From an optimization exercise on the open Yosys and OpenROAD flow, aimed at small area, a short achievable clock period and few clock cycles; shortcuts taken in it are not production practice.
Only simulation tests tie the RTL to the original design; equivalence was not proved.
Power figures rest on the tool's default switching activity, not on a simulated workload.

==> inputs of v30 <==
==> flow/design.v (excerpt) <==
module playvm_core (
    input  wire        clk,
    input  wire        rst,
    output wire [31:0] imem_index,
    input  wire [31:0] imem_w0,
    input  wire [31:0] imem_w1,
    input  wire [31:0] prog_len,
    output reg         running,
    output reg  [3:0]  status,
    output wire [31:0] reg_r0,
    output wire [31:0] reg_r1,
    output wire [31:0] reg_r2,
    output wire [31:0] reg_sp,
    output wire [31:0] reg_fl,
    output wire [31:0] ip,
    output wire [31:0] unk_count,
    output reg  [2:0]  evt,
    output reg  [31:0] evt_info
);
Settings: LEC_CHECK=0, CAP_MARGIN=20, CORE_MARGIN=2, CORE_UTILIZATION=40, PLACE_DENSITY=0.6, SETUP_SLACK_MARGIN=5, SLEW_MARGIN=20; clock period 12.0 ns.
run.sh (not shown) runs the stock make flow with config.mk's settings and CLKGATE_MAP_FILE= SYNTH_SCRIPT=/design/flow/synth_recipe.tcl, a recipe that flattens the netlist after the stock synthesis.
==> v28 (differences from v30) <==
--- a/flow/design.v
+++ b/flow/design.v
@@ -89,39 +89,56 @@
     reg        i_dfault;
     reg [3:0]  i_dst;
     reg        i_srcbad;
     reg        i_kimm;
     reg [4:0]  i_s0, i_s1;               
     reg        i_f1sp;                   
-    reg        i_add, i_sub, i_one, i_xor, i_or, i_and, i_shl, i_shr, i_not, i_mov;
+    reg        i_add, i_sub, i_inc, i_dec, i_xor, i_or, i_and, i_shl, i_shr, i_not, i_mov;
     reg        i_alu, i_cmp, i_div, i_push, i_pushf, i_pop, i_popf, i_call, i_ret;
     reg        i_jmp, i_jcc, i_prnt, i_dmp, i_lea, i_unk, i_unused, i_popt, i_pusht;
     reg [7:0]  i_cc;                     
     reg        jpre;                     
     reg  [1:0]  mstate;
     reg  [31:0] F, FN;
     reg         rf;
     reg  [31:0] tos;                     
     reg         tosv;
     reg  [31:0] A, B;                    
     reg         opv;                     
-    wire exec = running & irv & (mstate == M_RUN) & (tosv | ~i_popt) & opv;
+    reg  exec;
     wire [31:0] a = A;
     wire [31:0] b = B;
-    wire [31:0] bb   = i_one ? 32'd1 : b;
-    wire [31:0] sum  = a + (i_sub ? ~bb : bb) + {31'd0, i_sub};
+    wire [31:0] bx   = b ^ {32{i_sub}};
+    wire [31:0] ag   = a & bx;
+    wire [31:0] ap   = a ^ bx;
+    reg  [31:0] pg, pp;
+    integer     lv, bi;
+    always @(*) begin
+        pg = ag;
+        pp = ap;
+        for (lv = 1; lv < 32; lv = lv * 2)
+            for (bi = 31; bi >= lv; bi = bi - 1) begin
+                pg[bi] = pg[bi] | (pp[bi] & pg[bi - lv]);
+                pp[bi] = pp[bi] & pp[bi - lv];
+            end
+    end
+    wire [31:0] cy   = {pg[30:0] | (pp[30:0] & {31{i_sub}}), i_sub};    
+    wire [31:0] sum  = ap ^ cy;
+    wire        sumz = (ap == {a[30:0] | bx[30:0], i_sub});
     wire [31:0] shl  = a << b[4:0];
     wire [31:0] shr  = $signed(a) >>> b[4:0];
-    wire [31:0] alu  = ({32{i_add}} & sum) | ({32{i_xor}} & (a ^ b)) | ({32{i_or}} & (a | b)) |
+    wire [31:0] alo  = ({32{i_xor}} & (a ^ b)) | ({32{i_or}} & (a | b)) |
                        ({32{i_and}} & (a & b)) | ({32{i_shl}} & shl) | ({32{i_shr}} & shr) |
                        ({32{i_not}} & ~a) | ({32{i_mov}} & b);
-    wire [31:0] alu_fw = {29'd0, ~^alu, alu[31], alu == 32'd0};
+    wire [31:0] alu  = i_add ? sum : alo;
+    wire [31:0] alu_fw = i_add ? {29'd0, ~^sum, sum[31], sumz}
+                               : {29'd0, ~^alo, alo[31], alo == 32'd0};
     wire [31:0] cmp_fw = (a == b) ? 32'd0 : 32'd5;
     wire [4:0]  spm1 = sp - 5'd1;
     wire [4:0]  spp1 = sp + 5'd1;
-    wire [4:0]  sprd = (exec & i_popt) ? sp - 5'd2 : spm1;    
+    wire [4:0]  sprd = (irv & i_popt & tosv) ? sp - 5'd2 : spm1;
     wire [31:0] top  = tos;
     wire [31:0] pushv = i_push ? b : i_pushf ? fl : F;
     wire        sp_full  = (sp == 5'd31);
     wire        sp_empty = (sp == 5'd0);
     function [3:0] spw_fault(input [31:0] v);
         if (v[31])
@@ -165,26 +182,44 @@
     wire [3:0] fst     = fault_e ? fst_e : ~pop_ok ? top_spf : ST_DIV;
     reg  [31:0] d_rem, d_q;
     reg  [33:0] d_dv;
     reg  [5:0]  d_cnt;
     reg         d_neg, d_par, d_nz;
     reg  [4:0]  d_s;                     
-    function [5:0] bitlen(input [31:0] v);
-        integer k;
+    function [5:0] tlen(input [31:0] t);
+        integer m;
         begin
-            bitlen = 6'd0;
-            for (k = 0; k < 32; k = k + 1)
-                if (v[k]) bitlen = k + 1;
+            tlen[5] = t[31];
+            tlen[4] = t[15] & ~t[31];
+            tlen[3] = (t[7] & ~t[15]) | (t[23] & ~t[31]);
+            tlen[2] = 1'b0;
+            for (m = 0; m < 4; m = m + 1)  tlen[2] = tlen[2] | (t[8*m+3] & ~t[8*m+7]);
+            tlen[1] = 1'b0;
+            for (m = 0; m < 8; m = m + 1)  tlen[1] = tlen[1] | (t[4*m+1] & ~t[4*m+3]);
+            tlen[0] = 1'b0;
+            for (m = 0; m < 16; m = m + 1) tlen[0] = tlen[0] | (t[2*m] & ~t[2*m+1]);
         end
     endfunction
     wire [31:0] absa = a[31] ? ~a + 32'd1 : a;
     wire [31:0] absb = b[31] ? ~b + 32'd1 : b;
-    wire [5:0]  d_la = bitlen(a ^ {32{a[31]}}) + {5'd0, a[31]};    
-    wire [5:0]  d_lb = bitlen(b ^ {32{b[31]}});                    
-    wire [5:0]  d_k  = d_la - d_lb;
-    wire        d_q0 = (d_la < d_lb);             
+    function [31:0] smear(input [31:0] v);
+        reg [31:0] t;
+        begin
+            t = v | (v >> 1);
+            t = t | (t >> 2);
+            t = t | (t >> 4);
+            t = t | (t >> 8);
+            smear = t | (t >> 16);
+        end
+    endfunction
+    wire [31:0] d_ca = a ^ {32{a[31]}};
+    wire [31:0] d_sa = smear(d_ca);
+    wire [31:0] d_sm = smear(b ^ {32{b[31]}});
+    wire        d_q0 = a[31] ? (((d_ca & ~(d_sm >> 2)) == 32'd0) & d_sm[1])
+                             : ((d_ca & ~(d_sm >> 1)) == 32'd0);
+    wire [5:0]  d_k  = tlen(d_sa) + {5'd0, a[31]} - tlen(d_sm);    
     wire [34:0] d_diff = {3'b0, d_rem} - {1'b0, d_dv};
     wire        d_fits = ~d_diff[34];
     wire [31:0] d_qn   = {d_q[30:0], d_fits};
     wire        d_last = (d_cnt == 6'd0);
     wire [31:0] d_negq = ~d_q + 32'd1;
     reg  [31:0] dres, dres_fw;
@@ -212,13 +247,13 @@
             default: ;
         endcase
     end
     wire [3:0] d_spf = d_s[3] ? spw_fault(dres) : ST_RUNNING;    
     wire       d_ok  = (d_spf == ST_RUNNING);
     wire        redirect = exec & jpre;         
-    wire [31:0] target   = i_ret ? tos : (i_call & i_f1sp) ? {27'd0, spp1} : b;
+    wire [31:0] target   = b;
     wire        take     = (~irv & ~rf) | exec;          
     wire [31:0] fseq     = {32{running}} & (take ? FN : F);
     assign imem_index = redirect ? target : fseq;
     wire        dq0   = i_div & ~div_bad & d_q0;          
     wire        wr_e  = ok_e & (alu_w | i_pop | dq0);       
     wire        wr_d  = dwr & d_ok;
@@ -242,33 +277,58 @@
     wire        cap   = take & ~redirect;                     
     wire [4:0]  n_s0  = {n_f0 == 4'd4, n_f0 == 4'd3, n_f0 == 4'd2, n_f0 == 4'd1, n_f0 == 4'd0};
     wire [4:0]  n_s1  = {n_f1 == 4'd4, n_f1 == 4'd3, n_f1 == 4'd2, n_f1 == 4'd1, n_f1 == 4'd0};
     wire [4:0]  rs0   = cap ? n_s0 : i_s0;
     wire [4:0]  rs1   = cap ? n_s1 : i_s1;
     wire        rkimm = cap ? n_kimm : i_kimm;
+    wire        rret  = cap ? n_ret : i_ret;
+    wire        rcsp  = cap ? n_call & n_kreg & (n_f1 == 4'd3) : i_call & i_f1sp;
+    wire        rinc  = cap ? n_inc : i_inc;
+    wire        rdec  = cap ? n_dec : i_dec;
+    wire [31:0] tos_n = (irv & i_pusht) ? pushv : stk[sprd];
+    wire        tosv_n = ~((exec & (i_alu | i_pop | i_div) & i_s0[3]) | (dwr & d_s[3]) |
+                           (irv & (i_pusht | (i_popt & tosv)) & ~exec));
+    wire        running_n = running & ~(exec & fault) & ~(dwr & ~d_ok);
+    wire        irv_n     = redirect ? 1'b0 : take ? 1'b1 : irv;
+    reg  [1:0]  mstate_n;
+    always @(*) begin
+        mstate_n = mstate;
+        if (ok_e & alu_sp)
+            mstate_n = M_SPW;
+        else if (ok_e & i_div & ~div_bad & ~d_q0)
+            mstate_n = M_DIT;
+        else case (mstate)
+            M_DIT:        if (d_last) mstate_n = d_neg ? M_DW : M_RUN;
+            M_DW, M_SPW:  mstate_n = M_RUN;
+            default: ;
+        endcase
+    end
+    wire        popt_n    = cap ? (n_pop | n_popf | n_ret) : i_popt;
+    wire        rccp      = cap ? (n_cc[6] | n_cc[7]) : (i_cc[6] | i_cc[7]);    
+    wire        opv_n     = ~(fl_we & (rs0[4] | (rs1[4] & ~rkimm) | rccp));
+    wire        exec_n    = running_n & irv_n & (mstate_n == M_RUN) & (tosv_n | ~popt_n) & opv_n;
     wire [7:0]  rimm  = cap ? w1[15:8] : i_imm;
     wire [7:0]  n_cc  = {8{n_jcc}} & (8'd1 << (o6[2:0] - 3'd7));       
-    wire [31:0] fl_nx = fl_we ? fln : fl;
+    wire [31:0] fl_nx = fl_we ? {fln[31:3], 1'b0, fln[1:0]} : fl;
     always @(posedge clk)
         jpre <= cap ? (n_jmp | n_call | n_ret | cc_eval(n_cc, fl_nx))
                     : (i_jmp | i_call | i_ret | cc_eval(i_cc, fl_nx));
     always @(posedge clk) begin
         if (rst) begin
             r0 <= 32'd0; r1 <= 32'd0; r2 <= 32'd0; fl <= 32'd0; sp <= 5'd0;
-            opv <= 1'b0;
+            opv <= 1'b0; exec <= 1'b0;
             pc <= 32'd0; F <= 32'd0; FN <= 32'd1; irv <= 1'b0; tosv <= 1'b0;
             rf <= (imem_index != 32'd0);
             unk <= 32'd0; running <= 1'b1; status <= ST_RUNNING;
             evt <= 3'd0; evt_info <= 32'd0;
             mstate <= M_RUN;
         end else begin
             evt <= 3'd0;
-            tosv <= 1'b1;
-            tos  <= (exec & i_pusht) ? pushv : stk[sprd];
-            if ((exec & (i_alu | i_pop | i_div) & i_s0[3]) | (dwr & d_s[3]))
-                tosv <= 1'b0;
+            tosv <= tosv_n;
+            tos  <= tos_n;
+            exec <= exec_n;
             rf <= 1'b0;
             if (redirect) begin
                 irv <= 1'b0;
                 F   <= target;
                 FN  <= target + 32'd1;
             end else if (take) begin
@@ -333,16 +393,20 @@
             r1 <= r1n;
             r2 <= r2n;
             sp <= spn;
             if (fl_we) fl <= fln;
             A   <= ({32{rs0[0]}} & r0n) | ({32{rs0[1]}} & r1n) | ({32{rs0[2]}} & r2n) |
                    ({32{rs0[3]}} & {27'd0, spn}) | ({32{rs0[4]}} & fl);
-            B   <= rkimm ? {24'd0, rimm} :
+            B   <= rret  ? tos_n :
+                   rcsp  ? {27'd0, spn + 5'd1} :
+                   rinc  ? 32'd1 :
+                   rdec  ? 32'hFFFF_FFFF :
+                   rkimm ? {24'd0, rimm} :
                    ({32{rs1[0]}} & r0n) | ({32{rs1[1]}} & r1n) | ({32{rs1[2]}} & r2n) |
                    ({32{rs1[3]}} & {27'd0, spn}) | ({32{rs1[4]}} & fl);
-            opv <= ~(fl_we & (rs0[4] | (rs1[4] & ~rkimm)));
+            opv <= opv_n;
         end
     end
     always @(posedge clk) begin
         if (take & ~redirect) begin
             i_oob    <= (F >= prog_len);
             i_info   <= n_unused ? 32'd0 : (n_prnt | n_dmp) ? w1 : w0;
@@ -352,14 +416,15 @@
             i_srcbad <= n_srcbad;
             i_kimm   <= n_kimm;
             i_s0     <= n_s0;
             i_s1     <= n_s1;
             i_f1sp   <= n_kreg & (n_f1 == 4'd3);
             i_add    <= n_add | n_sub | n_inc | n_dec;
-            i_sub    <= n_sub | n_dec;
-            i_one    <= n_inc | n_dec;
+            i_sub    <= n_sub;
+            i_inc    <= n_inc;
+            i_dec    <= n_dec;
             i_xor    <= n_xor;
             i_or     <= n_or;
             i_and    <= n_and;
             i_shl    <= n_shl;
             i_shr    <= n_shr;
             i_not    <= n_not;
==> flow/flow/run.sh (new file) <==
#!/bin/bash
# Standard ORFS layout (the standard.sh, unchanged scripts and constraints), with
# two settings changed on its make command line:
#  - repair_timing aims for 7 ns of setup slack at the design's 12 ns clock;
#  - the port buffers that buffer_ports inserts are buf_1 cells.
set -uo pipefail
bash standard.sh SETUP_SLACK_MARGIN=7 'BUFFER_PORTS_ARGS=-buffer_cell sky130_fd_sc_hd__buf_1' finish > flow.log 2>&1
==> flow/standard.sh (new file) <==
#!/bin/bash
# synth_recipe.tcl (not shown) runs the flow's synth.tcl, then flattens the netlist and writes it again
# the make line also repeats each setting of config.mk as NAME=value (left out here)
make -C /OpenROAD-flow-scripts/flow DESIGN_CONFIG=/design/flow/config.mk WORK_HOME=/design/flow/orfs CLKGATE_MAP_FILE= SYNTH_SCRIPT=/design/flow/synth_recipe.tcl "${@:-finish}"
==> flow/config.mk (replaced) <==
export PLATFORM = sky130hd
export DESIGN_NAME = playvm_core
export DESIGN_NICKNAME = playvm_core
export VERILOG_FILES = /design/flow/design.v
export SDC_FILE = /design/flow/constraint.sdc
export NUM_CORES = 4
export LEC_CHECK = 0
export CAP_MARGIN = 20
export CORE_MARGIN = 2
export CORE_UTILIZATION = 50
export PLACE_DENSITY = 0.65
export SLEW_MARGIN = 20
removed: flow/run.sh
==> comparison <==
- v30 went through all stages and came out clean. v28 completed with no timing, DRC or antenna violations.
- Against v30, the sequential share of layout area of v28 is lower by 1.9 points.
- Of v30 and v28, v28 has the higher combinational power (gap about 40%, measured against v28).
- Cell count: v28 is higher than v30 (0.31%).
- Routed wire length: v30 is lower than v28 (1.7%).
- Between v28 and v30, the lower clock skew is in v28 (gap 0.010 ns).
- Against v30, the non-clock buffer count of v28 is higher by 278.
- Between v28 and v30, the lower synthesized cell count is in v30 (gap 3.8%, measured against v30).
- Against v28, the total power of v30 is smaller by 20%.
Testbench counts of v30, summed over its fixed seeds: cycles 61,412.
Testbench counts of v28, summed over its fixed seeds: cycles 61,851.

==> port drivers added, routing unchanged <==
No port has a modelled driver above. Below, the same layouts with a new extraction and two added sets of constraints.
Step 1 sets driving cells, clkbuf_16 on the clock port and buf_2 on the other inputs (assumed; they add their load-dependent delay and slew).
Step 2 also shifts input and output timing later by t, the mid clock arrival at the registers, as if the neighbouring blocks saw the same clock.
Slacks: no drivers / after step 1 / after step 2; pairs: no drivers / after step 1.
| run | shift t [ns] | setup WS [ns] | hold slack, ns |
|---|---|---|---|
| v30 | 0.940 | 5.064 / 5.064 / 5.064 | 0.452 / 0.452 / 0.452 |
| v28 | 0.919 | 6.564 / 6.564 / 6.112 | 0.453 / 0.453 / 0.453 |
After both steps every run listed still meets setup and hold. The setup slack of v28, which loses most, moves by 0.000 ns with the drivers and by -0.452 ns with both steps.
